Context: an optimization exercise on an open-source flow, tuned for small area, a short achievable clock period and few clock cycles. The choices shown serve that exercise and are no tape-out recipe.
No run shown here included a check of the RTL's function; only the layout flow was run.
Power figures rest on the tool's default switching activity, not on a simulated workload.

<file path="design/flow/config.mk">
export PLATFORM = sky130hd
export DESIGN_NAME = huffman_codegen
export DESIGN_NICKNAME = huffman_codegen
export VERILOG_FILES = /design/flow/design.v
export SDC_FILE = /design/flow/constraint.sdc
export NUM_CORES = 8
export LEC_CHECK = 0
export CAP_MARGIN = 20
export CORE_MARGIN = 2
export CORE_UTILIZATION = 40
export PLACE_DENSITY = 0.6
export SLEW_MARGIN = 20
</file>
<file path="design/flow/design.v">
module huffman_codegen (
    input  wire       clk,
    input  wire       rst,           
    input  wire       start,
    input  wire [6:0] len,           
    output wire       ready,
    input  wire       in_valid,
    input  wire [7:0] in_data,
    output wire       in_ready,
    output wire       code_valid,
    output wire [7:0] code_sym,
    output wire [3:0] code_len,
    output wire [7:0] code_bits,     
    output wire       done,
    output wire       empty          
);
    localparam integer N = 64;
    reg st_idle, st_in, st_last, st_merge, st_td, st_emit;
    reg  [6:0] nrem;         
    reg  [7:0] xr;           
    reg        xv;           
    reg  [6:0] cnt;          
    reg  [6:0] k;            
    reg  [8:0]   S [0:N-1];
    reg  [N-1:0] E;          
    reg  [N-1:0] C;
    reg  [255:0] bm;
    reg  [6:0] F;
    reg  [6:0] lp;           
    reg  [5:0] m;            
    reg        side;
    reg  [6:0] fa;
    reg  [8:0] fbuf [0:31];
    reg  [4:0] rp, wp;
    reg  [5:0] qn;
    reg  [8:0] H;
    wire [4:0] rp1 = rp + 5'd1;
    reg  [5:0] j;
    reg  [7:0] vj;
    reg  [6:0] ec;
    reg        code_valid_r, done_r, empty_r;
    reg  [7:0] code_sym_r, code_bits_r;
    reg  [3:0] code_len_r;
    assign ready      = st_idle;
    assign in_ready   = st_in;
    assign code_valid = code_valid_r;
    assign code_sym   = code_sym_r;
    assign code_len   = code_len_r;
    assign code_bits  = code_bits_r;
    assign done       = done_r;
    assign empty      = empty_r;
    function lt8;            
        input [7:0] a, b;
        integer t;
        reg r;
        begin
            r = 1'b0;
            for (t = 0; t < 8; t = t + 1)
                r = (~a[t] & b[t]) | (~(a[t] ^ b[t]) & r);
            lt8 = r;
        end
    endfunction
    wire [7:0] X = st_td ? {1'b0, j, 1'b0} : xr;
    reg  [8:0] W;
    always @(*) begin
        if (st_td)         W = {vj, 1'b0};
        else if (st_merge) W = {2'b00, m, side};
        else               W = {1'b0, xr};
    end
    wire [7:0] cgt_hi, ceq_hi, cgt_lo;
    genvar gi;
    generate
        for (gi = 0; gi < 8; gi = gi + 1) begin : g_pre
            assign cgt_hi[gi] = (cnt[6:3] > gi);
            assign ceq_hi[gi] = (cnt[6:3] == gi);
            assign cgt_lo[gi] = (cnt[2:0] > gi);
        end
    endgenerate
    wire [N-1:0] V;
    wire [N:0]   lt;         
    wire [N-1:0] eq, eqhi;
    wire [N-1:0] start_f, match, match2, Cn1, Cn2;
    wire [N-1:0] tm, sb0;
    assign lt[0] = 1'b0;
    generate
        for (gi = 0; gi < N; gi = gi + 1) begin : g_slot
            assign V[gi]     = cgt_hi[gi/8] | (ceq_hi[gi/8] & cgt_lo[gi%8]);
            assign lt[gi+1]  = !V[gi] || lt8(X, S[gi][7:0]);
            assign eqhi[gi]  = (X[7:1] == S[gi][7:1]);
            assign eq[gi]    = V[gi] && eqhi[gi] && (X[0] == S[gi][0]);
            assign sb0[gi]   = S[gi][0];
            if (gi == 0) begin : g_s0
                assign start_f[gi] = V[gi];
            end else begin : g_sn
                assign start_f[gi] = V[gi] && !E[gi-1];
            end
            if (gi < N-1) begin : g_c1
                assign Cn1[gi] = E[gi] && C[gi+1];
            end else begin : g_c1e
                assign Cn1[gi] = 1'b0;
            end
            if (gi < N-2) begin : g_c2
                assign Cn2[gi] = E[gi] && E[gi+1] && C[gi+2];
            end else begin : g_c2e
                assign Cn2[gi] = 1'b0;
            end
            assign match[gi]  = start_f[gi] && C[gi] && !Cn1[gi];
            assign match2[gi] = start_f[gi] && Cn1[gi] && !Cn2[gi];
            assign tm[gi]     = st_td && start_f[gi] && !C[gi] && eqhi[gi];
        end
    endgenerate
    wire [N-1:0] es    = start_f & C;
    wire [N-1:0] pr_in = st_emit ? es : match;
    wire [7:0]   pg_any;
    wire [7:0]   pg_before;
    wire [N-1:0] pr_before;
    generate
        for (gi = 0; gi < 8; gi = gi + 1) begin : g_pg
            assign pg_any[gi] = |pr_in[gi*8 +: 8];
            if (gi == 0) begin : g_pg0
                assign pg_before[gi] = 1'b0;
            end else begin : g_pgn
                assign pg_before[gi] = |pg_any[gi-1:0];
            end
        end
        for (gi = 0; gi < N; gi = gi + 1) begin : g_pr
            if (gi % 8 == 0) begin : g_pr0
                assign pr_before[gi] = pg_before[gi/8];
            end else begin : g_prn
                assign pr_before[gi] = pg_before[gi/8] | (|pr_in[gi-1 : gi - (gi%8)]);
            end
        end
    endgenerate
    wire [N-1:0] first = pr_in & ~pr_before;
    wire m1 = |pg_any;
    wire m2 = |match2;
    wire newsym = !(|eq);
    wire       q1exh = (lp == k);
    wire       q2ne  = (qn != 6'd0);
    wire [6:0] hf    = H[6:0];
    wire popq1 = st_merge && m1 && (!q2ne || F <= hf);
    wire popq2 = st_merge && !popq1 && q2ne && (q1exh || hf < F || (!m1 && hf <= F));
    wire pop   = popq1 || popq2;
    wire [6:0] pf = popq1 ? F : hf;
    wire last_merge = (m == k - 7'd2);
    wire L0 = |(tm & ~sb0);
    wire L1 = |(tm & sb0);
    wire I0 = !L0;
    wire I1 = !L1;
    wire [8:0] newent = {vj[6:0], I1, I0};
    wire [8:0] src      = q2ne ? H : newent;
    wire       src_a1   = src[1];
    wire [7:0] vnext    = {src[8:2], src_a1};
    wire [8:0] src_left = {src[8:2], 1'b0, src_a1 ? src[0] : 1'b0};
    wire       src_keep = src_left[0];
    reg        f_push, f_pop, f_mod;
    reg  [8:0] f_pdata, f_mdata;
    always @(*) begin
        f_push = 1'b0; f_pop = 1'b0; f_mod = 1'b0;
        f_pdata = 9'd0; f_mdata = 9'd0;
        if (st_merge) begin
            f_pop   = popq2;
            f_push  = pop && side && !last_merge;
            f_pdata = {2'b00, fa + pf};
        end else if (st_td && j != 6'd0) begin
            if (!q2ne) begin
                f_push  = src_keep;
                f_pdata = src_left;
            end else begin
                f_push  = I0 | I1;
                f_pdata = newent;
                f_pop   = !src_keep;
                f_mod   = src_keep;
                f_mdata = src_left;
            end
        end
    end
    reg [8:0] ev;
    integer q;
    always @(*) begin
        ev = 9'd0;
        for (q = 0; q < N; q = q + 1)
            ev = ev | (S[q] & {9{first[q]}});
    end
    wire [8:0] evc = (k == 7'd1) ? 9'd2 : ev;
    reg [3:0] elen;
    reg [7:0] ebits;
    always @(*) begin
        ebits = evc[7:0];
        if (evc[8])      begin elen = 4'd8;                       end
        else if (evc[7]) begin elen = 4'd7; ebits[7] = 1'b0;      end
        else if (evc[6]) begin elen = 4'd6; ebits[6] = 1'b0;      end
        else if (evc[5]) begin elen = 4'd5; ebits[5] = 1'b0;      end
        else if (evc[4]) begin elen = 4'd4; ebits[4] = 1'b0;      end
        else if (evc[3]) begin elen = 4'd3; ebits[3] = 1'b0;      end
        else if (evc[2]) begin elen = 4'd2; ebits[2] = 1'b0;      end
        else             begin elen = 4'd1; ebits[1] = 1'b0;      end
    end
    wire [15:0]  bg_any, bg_before;
    wire [255:0] bm_before;
    generate
        for (gi = 0; gi < 16; gi = gi + 1) begin : g_bg
            assign bg_any[gi] = |bm[gi*16 +: 16];
            if (gi == 0) begin : g_bg0
                assign bg_before[gi] = 1'b0;
            end else begin : g_bgn
                assign bg_before[gi] = |bg_any[gi-1:0];
            end
        end
        for (gi = 0; gi < 256; gi = gi + 1) begin : g_bp
            if (gi % 16 == 0) begin : g_bp0
                assign bm_before[gi] = bg_before[gi/16];
            end else begin : g_bpn
                assign bm_before[gi] = bg_before[gi/16] | (|bm[gi-1 : gi - (gi%16)]);
            end
        end
    endgenerate
    wire [255:0] bfirst = bm & ~bm_before;
    reg [7:0] esym;
    always @(*) begin
        esym = 8'd0;
        for (q = 0; q < 256; q = q + 1)
            esym = esym | (q[7:0] & {8{bfirst[q]}});
    end
    integer i;
    always @(posedge clk) begin
        for (i = 0; i < N; i = i + 1) begin
            if (xv && lt[i+1]) begin
                S[i] <= lt[i] ? ((i > 0) ? S[i-1] : W) : W;
            end else if (popq1 && first[i]) begin
                S[i] <= W;
            end else if (tm[i]) begin
                S[i][8:1] <= W[8:1];
            end
            if (xv) begin
                if (lt[i])
                    E[i] <= (i > 0) ? E[i-1] : 1'b0;
                else if (lt[i+1])
                    E[i] <= 1'b0;
                else if ((i < N-1) ? lt[i+2] : 1'b1)
                    E[i] <= eq[i];
            end
            if (xv)
                C[i] <= (i == 0) ? 1'b1 : V[i-1];
            else if (st_merge) begin
                if (popq1 && first[i])
                    C[i] <= 1'b0;
                else if (!m1)
                    C[i] <= m2 ? Cn1[i] : Cn2[i];
            end else if (tm[i])
                C[i] <= 1'b1;
            else if (st_emit && first[i])
                C[i] <= 1'b0;
        end
        if (st_idle)
            bm <= 256'd0;
        else if (xv)
            bm <= bm | (256'd1 << xr);
        else if (st_emit)
            bm <= bm & ~bfirst;
        if (f_push) begin
            fbuf[wp] <= f_pdata;
            wp <= wp + 5'd1;
        end
        if (f_pop)
            rp <= rp1;
        qn <= qn + {5'd0, f_push} - {5'd0, f_pop};
        if (f_pop)
            H <= (qn >= 6'd2) ? fbuf[rp1] : f_pdata;
        else if (f_mod)
            H <= f_mdata;
        else if (!q2ne && f_push)
            H <= f_pdata;
        xv <= st_in && in_valid;
        if (st_in && in_valid)
            xr <= in_data;
        if (xv) begin
            cnt <= cnt + 7'd1;
            k   <= k + {6'd0, newsym};
        end
        code_valid_r <= 1'b0;
        done_r       <= 1'b0;
        empty_r      <= 1'b0;
        if (st_idle) begin
            nrem <= len;
            cnt  <= 7'd0;
            k    <= 7'd0;
            if (start) begin
                if (len == 7'd0) begin
                    done_r  <= 1'b1;
                    empty_r <= 1'b1;
                end else begin
                    st_idle <= 1'b0;
                    st_in   <= 1'b1;
                end
            end
        end
        if (st_in && in_valid) begin
            nrem <= nrem - 7'd1;
            if (nrem == 7'd1) begin
                st_in   <= 1'b0;
                st_last <= 1'b1;
            end
        end
        if (st_last) begin
            F    <= 7'd1;
            lp   <= 7'd0;
            m    <= 6'd0;
            side <= 1'b0;
            qn   <= 6'd0;
            rp   <= 5'd0;
            wp   <= 5'd0;
            ec   <= 7'd0;
            st_last <= 1'b0;
            if (k + {6'd0, newsym} == 7'd1)
                st_emit <= 1'b1;
            else
                st_merge <= 1'b1;
        end
        if (st_merge) begin
            if (!m1)
                F <= m2 ? F + 7'd1 : F + 7'd2;
            if (popq1)
                lp <= lp + 7'd1;
            if (pop) begin
                side <= !side;
                if (!side)
                    fa <= pf;
                else begin
                    m <= m + 6'd1;
                    if (last_merge) begin
                        st_merge <= 1'b0;
                        st_td    <= 1'b1;
                        j        <= m;
                        vj       <= 8'd1;
                        qn       <= 6'd0;
                        rp       <= 5'd0;
                        wp       <= 5'd0;
                    end
                end
            end
        end
        if (st_td) begin
            if (j == 6'd0) begin
                st_td   <= 1'b0;
                st_emit <= 1'b1;
            end else begin
                j  <= j - 6'd1;
                vj <= vnext;
            end
        end
        if (st_emit) begin
            code_valid_r <= 1'b1;
            code_sym_r   <= esym;
            code_len_r   <= elen;
            code_bits_r  <= ebits;
            ec <= ec + 7'd1;
            if (ec + 7'd1 == k) begin
                done_r  <= 1'b1;
                st_emit <= 1'b0;
                st_idle <= 1'b1;
            end
        end
        if (rst) begin
            st_idle      <= 1'b1;
            st_in        <= 1'b0;
            st_last      <= 1'b0;
            st_merge     <= 1'b0;
            st_td        <= 1'b0;
            st_emit      <= 1'b0;
            code_valid_r <= 1'b0;
            done_r       <= 1'b0;
            empty_r      <= 1'b0;
            xv           <= 1'b0;
        end
    end
endmodule
</file>
<file path="design/flow/constraint.sdc">
create_clock -name core_clock -period 10.0 [get_ports {clk}]
set_input_delay 2.0000 -clock core_clock [delete_from_list [all_inputs] [get_ports {clk}]]
set_output_delay 2.0000 -clock core_clock [all_outputs]
set_load 0.01 [all_outputs]
</file>
<file path="design/flow/run.sh">
#!/bin/bash
# synth_recipe.tcl (not shown) runs the flow's synth.tcl, then flattens the netlist and writes it again
# the make line also repeats each setting of config.mk as NAME=value (left out here)
make -C /OpenROAD-flow-scripts/flow DESIGN_CONFIG=/design/flow/config.mk WORK_HOME=/design/flow/orfs CLKGATE_MAP_FILE= SYNTH_SCRIPT=/design/flow/synth_recipe.tcl finish
</file>
==> flow_metrics.py, run 1 <==
metrics = {
    "status": {
        "status": "no timing/DRC/antenna violations",
    },
    "power_and_ir_drop": {
        "p_comb_share_pct": 9.6,
        "pwr-share-clk_pct": 44.7,
        "swShare_pct": 26.7,
        "switchingPower_mw": 3.79,
        "total_power_mw": 14.2,
        "power_density_nw_per_um2": 146,
        "cell_internal_pwr_mw": 10.4,
        "p_leak_nw": 36.1,
        "seq_power_share_pct": 45.6,
        "ir_worst_vdd_v": 0.000188,
    },
    "clock_network": {
        "cts_buffer_depth": 3,
        "cts-root-buf": "clkbuf_16",
        "htree_levels": 4,
        "cts_buffers": 164,
        "postCtsSetupBuffers": 0,
        "cts.sinks": 1380,
        "hold_buffers": 0,
        "cts_resized": 0,
        "clock_latency_ns": 0.91,
        "tritoncts": "yes",
        "clkTransAtPathRegs_ns": 0.06,
    },
    "place": {
        "pre_cts_ws_ns": 1.56,
        "dpl.hpwl_mm": 343,
        "placed_area_um2": 91500,
        "gp_congestion": 1.09,
        "place.port_buffers": 43,
    },
    "grt": {
        "grt_max_degree": 188,
        "antenna_found_initial": 36,
        "grt_use_total_pct": 39.0,
        "overflow": 0,
        "grt_pass1_vias": 76000,
        "grt_pass1_wl_mm": 614,
    },
    "synth": {
        "netlist_area_um2": 87100,
        "synth_top_cell_area_share_pct": 36.2,
        "synth_edf_count": 1049,
        "synth-simple-area-share_pct": 19.4,
        "synthTopCellsByArea": "edfxtp_1 36%, ha_1 8.0%, dfxtp_1 7.6%",
        "synth.area.mux_share_pct": 8.82,
        "synth_seq_cells": 1380,
        "synth_nets": 9401,
        "ys_types": 119,
        "synth_top_area_cell": "edfxtp_1",
        "ys.flop_type": "edfxtp_1",
        "ys_warn_count": 2,
        "synth_fa_ha_area_share_pct": 8.07,
        "avgSynthCellArea_um2": 9.88,
        "syn_inst": 8822,
        "synth-xor-area-share_pct": 0.663,
        "synth_compound_area_share_pct": 16.3,
        "synth_top_family_by_area": "simple AND/OR/NAND/NOR gates",
        "ys_seq_area_share_pct": 43.8,
        "ys_async_sr_fraction_pct": 0,
    },
    "floorplanning": {
        "chipHeight_um": 471,
        "initial_core_util_pct": 40.2,
        "coreArea_um2": 217000,
        "dieArea_um2": 222000,
        "io_pins": 44,
        "die_x_um": 471,
        "num_rows": 171,
    },
    "timing": {
        "fin_ws_ns": 1.69,
        "post-route-period-util_pct": 83.1,
        "timing_worst_slew_pin_value_ns": 1.27,
        "hold_viol": 0,
        "finalMaxSlewViolations": 0,
        "setup_violations": 0,
        "period_minus_slack_ns": 8.31,
        "max_freq_mhz": 120,
        "grt_setup_unrepaired": "false",
        "fin_worst_skew_ns": 0.0764,
        "timing.slew.headroom_pct": 15.2,
        "setup_tns_ns": 0,
        "whs_ns": 0.478,
    },
    "detailed_routing": {
        "wire_per_inst_um": 37.9,
        "totalWireLength_mm": 448,
        "drc": 0,
        "drt-pass1-iter-count": 10,
        "ant_nets": 0,
        "viasPerCell": 6.88,
        "vias": 81400,
        "drt_iter0_markers": 12300,
    },
    "layout": {
        "final_area_um2": 97300,
        "drive_gt1_share_pct": 13.4,
        "syn2layout_area_growth_pct": 11.7,
        "fin_nets": 9385,
    },
    "setup_path": {
        "crit_type": "reg -> reg",
        "crit_family": "simple AND/OR/NAND/NOR gates",
        "cp_max_fo": 33,
        "critPathBufInv": 0,
        "cp_slowest_cell": "dfxtp_1",
        "critical-path-max-stage-delay_ns": 0.96,
        "start_kind": "flop",
        "worstPathRequired_ns": 10.75,
        "critPathArrivalTime_ns": 9.06,
        "crit_chain": "ha_1 -> nand2b_1 -> a311oi_1 -> o211ai_1 -> nand4b_2 -> nor4_1 -> nand3_4 -> or3_1 -> and3_4 -> nand2_1 -> o21ai_0 -> ha_1 -> fa_1 -> a21o_1 -> a21o_1 -> a21o_1 -> a21oi_1 -> xnor2_1 -> xnor2_1 -> o21ai_4 -> a21o_1",
        "r2r_slack_ns": 1.69,
        "setup.worst_path.end_class": "flop",
        "worst_path_most_repeated_cell": "a21o_1",
    },
    "job": {
        "cap_violations": 0,
    },
    "worst_hold_path": {
        "hp-class": "reg -> reg",
    },
}
-- Yosys cell counts, drive strengths merged (90+ instances only) --
cell / instances
a211oi: 166
ha: 558
nand3: 464
a21oi: 621
buf: 97
a22oi: 90
nor2b: 145
nand4: 226
o21ai: 481
nor2: 716
dfxtp: 331
inv: 205
a21o: 91
clkbuf: 343
nand2b: 116
edfxtp: 1049
mux2: 450
mux4: 90
nor3: 343
nand2: 890
nor4: 109
-- state kept, by name (all words and copies together), names as in the netlist, 5 cells and up --
name,flops
fbuf,288
bm,256
C,64
xr,8
vj,8
F,7
lp,7
wp,5
j,6
m,6
k,7
ec,7
nrem,7
rp,5
code_sym_r,8
S,576
cnt,7
H,9
code_bits_r,8
qn,6
fa,7
E,63
-- layout make-up --
type	count	area (µm²)
Fill cell	20600	119000
Multi-Input combinational cell	6797	46900
Sequential cell	1380	38200
Clock buffer	204	4340
Tap cell	2854	3570
Timing Repair Buffer	258	2230
Clock inverter	100	1270
Inverter	205	769
Antenna cell	26	65.1
-- worst reg2reg max path: stages, from the launching register on --
cell and delay (ns):
dfxtp_1 0.96, ha_1 0.32, nand2b_1 0.76, a311oi_1 0.43, o211ai_1 0.51, nand4b_2 0.55
nor4_1 0.63, nand3_4 0.27, or3_1 0.74, and3_4 0.36, nand2_1 0.06, o21ai_0 0.13
ha_1 0.24, fa_1 0.43, a21o_1 0.17, a21o_1 0.19, a21o_1 0.20, a21oi_1 0.18
xnor2_1 0.15, xnor2_1 0.13, o21ai_4 0.60, a21o_1 0.20
-- path summary, 6_finish.rpt --
kind | startpoint | endpoint | depth (start not counted)
hold reg to reg | F[5] | F[5] | 1
hold / removal | F[5] | F[5] | 1
setup reg to reg | cnt[1] | H[6] | 21
setup / recovery | cnt[1] | H[6] | 21
-- logic make-up after synthesis --
| logic type | after synthesis |
|---|---|
| AND/OR/NAND/NOR | 3397 |
| AO/OA/AOI/OAI | 2174 |
| flip-flops | 1380 |
| buffers and inverters | 645 |
| multiplexers | 599 |
| adder cells (fa/ha/maj) | 561 |
| XOR/XNOR | 66 |
-- layer usage --
layer,global-route usage (%),routed length [µm]
met5,0,145
met4,26.6,36700
met3,7.98,42200
met2,59.9,196000
met1,49.5,173000
-- power by group through the flow --
stage	sequential, mW	combinational, mW	clock (mW)
2_1_floorplan	6.45	0.966	0
3_3_place_gp	6.58	1.32	0
3_5_place_dp	6.58	1.34	0
4_1_cts	6.45	1.35	6.37
5_1_grt	6.47	1.47	6.58
6_report	6.46	1.37	6.34
-- cell usage in the layout, fill, tap and decap left out, drive strengths merged, types with 30 or more instances in the layout --
cell type | netlist | layout
a21o | 91 | 91
nand4 | 226 | 226
a221oi | 31 | 31
and3 | 72 | 72
a22oi | 90 | 90
nor2 | 716 | 716
clkinv | 0 | 68
a32oi | 72 | 72
nand2 | 890 | 890
inv | 205 | 209
nor3 | 343 | 343
a31oi | 47 | 47
nand3 | 464 | 464
clkbuf | 343 | 204
dfxtp | 331 | 331
nand3b | 53 | 53
or2 | 31 | 31
nor4 | 109 | 109
ha | 558 | 558
xor2 | 39 | 39
mux2i | 59 | 59
mux2 | 450 | 450
edfxtp | 1049 | 1049
mux4 | 90 | 90
a21oi | 621 | 621
nand4b | 30 | 30
o211ai | 52 | 52
and2 | 33 | 33
or3 | 49 | 49
a41oi | 44 | 44
a22o | 36 | 36
o31ai | 78 | 78
buf | 97 | 215
a211oi | 166 | 166
clkdlybuf4s50 | 0 | 43
nand2b | 116 | 116
o22ai | 78 | 78
nor2b | 145 | 145
o21ai | 481 | 481
-- stage by stage --
step	cells	utilization (%)
CTS	11800	44.8
global route	11800	44.9
detailed placement	11500	42.2
floorplan	8822	-
global placement	11500	42.2
finish	11800	44.9
==> run 2: changes to the inputs <==
--- a/design/flow/config.mk
+++ b/design/flow/config.mk
@@ -5,8 +5,10 @@
 export SDC_FILE = /design/flow/constraint.sdc
 export NUM_CORES = 8
 export LEC_CHECK = 0
+export ABC_CLOCK_PERIOD_IN_PS = 3500
 export CAP_MARGIN = 20
 export CORE_MARGIN = 2
-export CORE_UTILIZATION = 40
-export PLACE_DENSITY = 0.6
+export CORE_UTILIZATION = 60
+export PLACE_DENSITY = 0.7
+export SETUP_SLACK_MARGIN = 5
 export SLEW_MARGIN = 20
==> run 2 against run 1 <==
The flow now stops in global routing (5_1_grt). Synthesized cell count unchanged. Area after synthesis unchanged.
==> flow_metrics.py, run 2 <==
metrics = {
    "status": {
        "status": "stopped before the end",
        "stop_stage": "global routing (5_1_grt)",
        "tool.error": "[ERROR GRT-0116] Global routing finished with congestion. Check the congestion regions in the DRC Viewer.",
    },
    "grt": {
        "overflow": 182,
        "grt_pass1_wl_mm": 725,
        "grt_pass1_vias": 94600,
        "grt_use_total_pct": 69.2,
        "grt_max_degree": 100,
    },
    "floorplanning": {
        "chipHeight_um": 385,
        "die_x_um": 385,
        "io_pins": 44,
        "initial_core_util_pct": 60.6,
        "num_rows": 139,
    },
    "synth": {
        "syn_inst": 8822,
        "synth_nets": 9401,
        "ys_warn_count": 2,
        "synth_edf_count": 1049,
        "yosysMostFrequentCell": "edfxtp_1",
        "ys_async_sr_fraction_pct": 0,
        "synth_common_cells": "1,049 x edfxtp_1, 882 x nand2_1, 715 x nor2_1, 617 x a21oi_1, 558 x ha_1",
        "ys_types": 119,
        "netlist_area_um2": 87100,
        "synth_top_cell_area_share_pct": 36.2,
        "synth_top_area_cell": "edfxtp_1",
        "synth_seq_cells": 1380,
        "avgSynthCellArea_um2": 9.88,
        "ys_seq_area_share_pct": 43.8,
        "synthTopCellsByArea": "edfxtp_1 36%, ha_1 8.0%, dfxtp_1 7.6%",
        "ys.flop_type": "edfxtp_1",
    },
    "clock_network": {
        "htree_levels": 4,
        "hold_buffers": 0,
        "cts-root-buf": "clkbuf_16",
        "cts.sinks": 1380,
        "cts_buffer_depth": 3,
        "cts_buffers": 152,
    },
    "place": {
        "placed_area_um2": 90400,
        "pre_cts_ws_ns": 2.50,
        "dpl.hpwl_mm": 313,
        "place.port_buffers": 43,
        "gp_congestion": 1.16,
        "placed_cells": 10500,
    },
}
==> run 2: cell counts after synthesis <==
No cell type changed its count.
==> run 2: stage by stage <==
stage,hold WS (ns),util [%]
3_3_place_gp,0.464,62.8
4_1_cts,0.493,70.1
3_5_place_dp,0.486,62.8
2_1_floorplan,0.436,-
==> run 2: power by group through the flow <==
stage	combinational (mW)	sequential [mW]	clock, mW
3_3_place_gp	1.26	6.57	0
3_5_place_dp	1.37	6.58	0
2_1_floorplan	0.983	6.45	0
4_1_cts	1.55	6.46	5.98
==> run 2: cells by family after synthesis <==
group,after synthesis,share of synthesized area (%)
AOI/OAI and AO/OA,2174,16.3
xor gates and xnor gates,66,0.663
adders and majority gates,561,8.07
buffers and inverters,645,2.98
DFF,1380,43.8
muxes,599,8.82
and+or+nand+nor,3397,19.4
==> run 2: worst max-delay path by stage <==
| stage | slack [ns] | depth (start not counted) | start | endpoint |
|---|---|---|---|---|
| after floorplan | 4.25 | 28 | st_td | qn[4] |
| after global placement | 2.55 | 15 | cnt[0] | code_bits_r[2] |
| after detailed placement | 2.50 | 21 | cnt[4] | H[6] |
| after CTS | 4.54 | 23 | cnt[6] | H[6] |
==> run 2: per-layer routing <==
metal / overflow / global-route usage, %
met1: 16 / 75.6
met2: 79 / 85.1
met3: 7 / 52.7
met4: 78 / 57.0
met5: 2 / 20.1
==> run 2: what timing repair did <==
action                      CTS
resized for setup           389
buffers inserted            281
setup endpoints to repair  1520
pin swaps                   131
gates cloned                 36

[afterwards: timing with drivers on the ports]
The results above use ideal ports. As a check the final layout listed here was re-extracted and re-timed, cells and wires unchanged.
Step 1, drivers: a clkbuf_16 drives clk and a buf_2 each remaining input, both assumed.
Step 2, shift: input delay + t, output delay - t, t = (earliest + latest rising clock arrival at the registers) / 2. This alone moves slack from input paths to output paths.
a / b / c = no drivers / after step 1 / after step 2; a / b = the first two.
run: run 1
t (ns): 0.971
setup WS [ns]: 1.692 / 1.692 / 1.692
worst slew at a driven data input, ns: 0.04
cell pins on the clock port's net: 1
After both steps run 1 still meets setup and hold. The setup slack of run 1 moves by 0.000 ns with the drivers and by 0.000 ns with both steps.
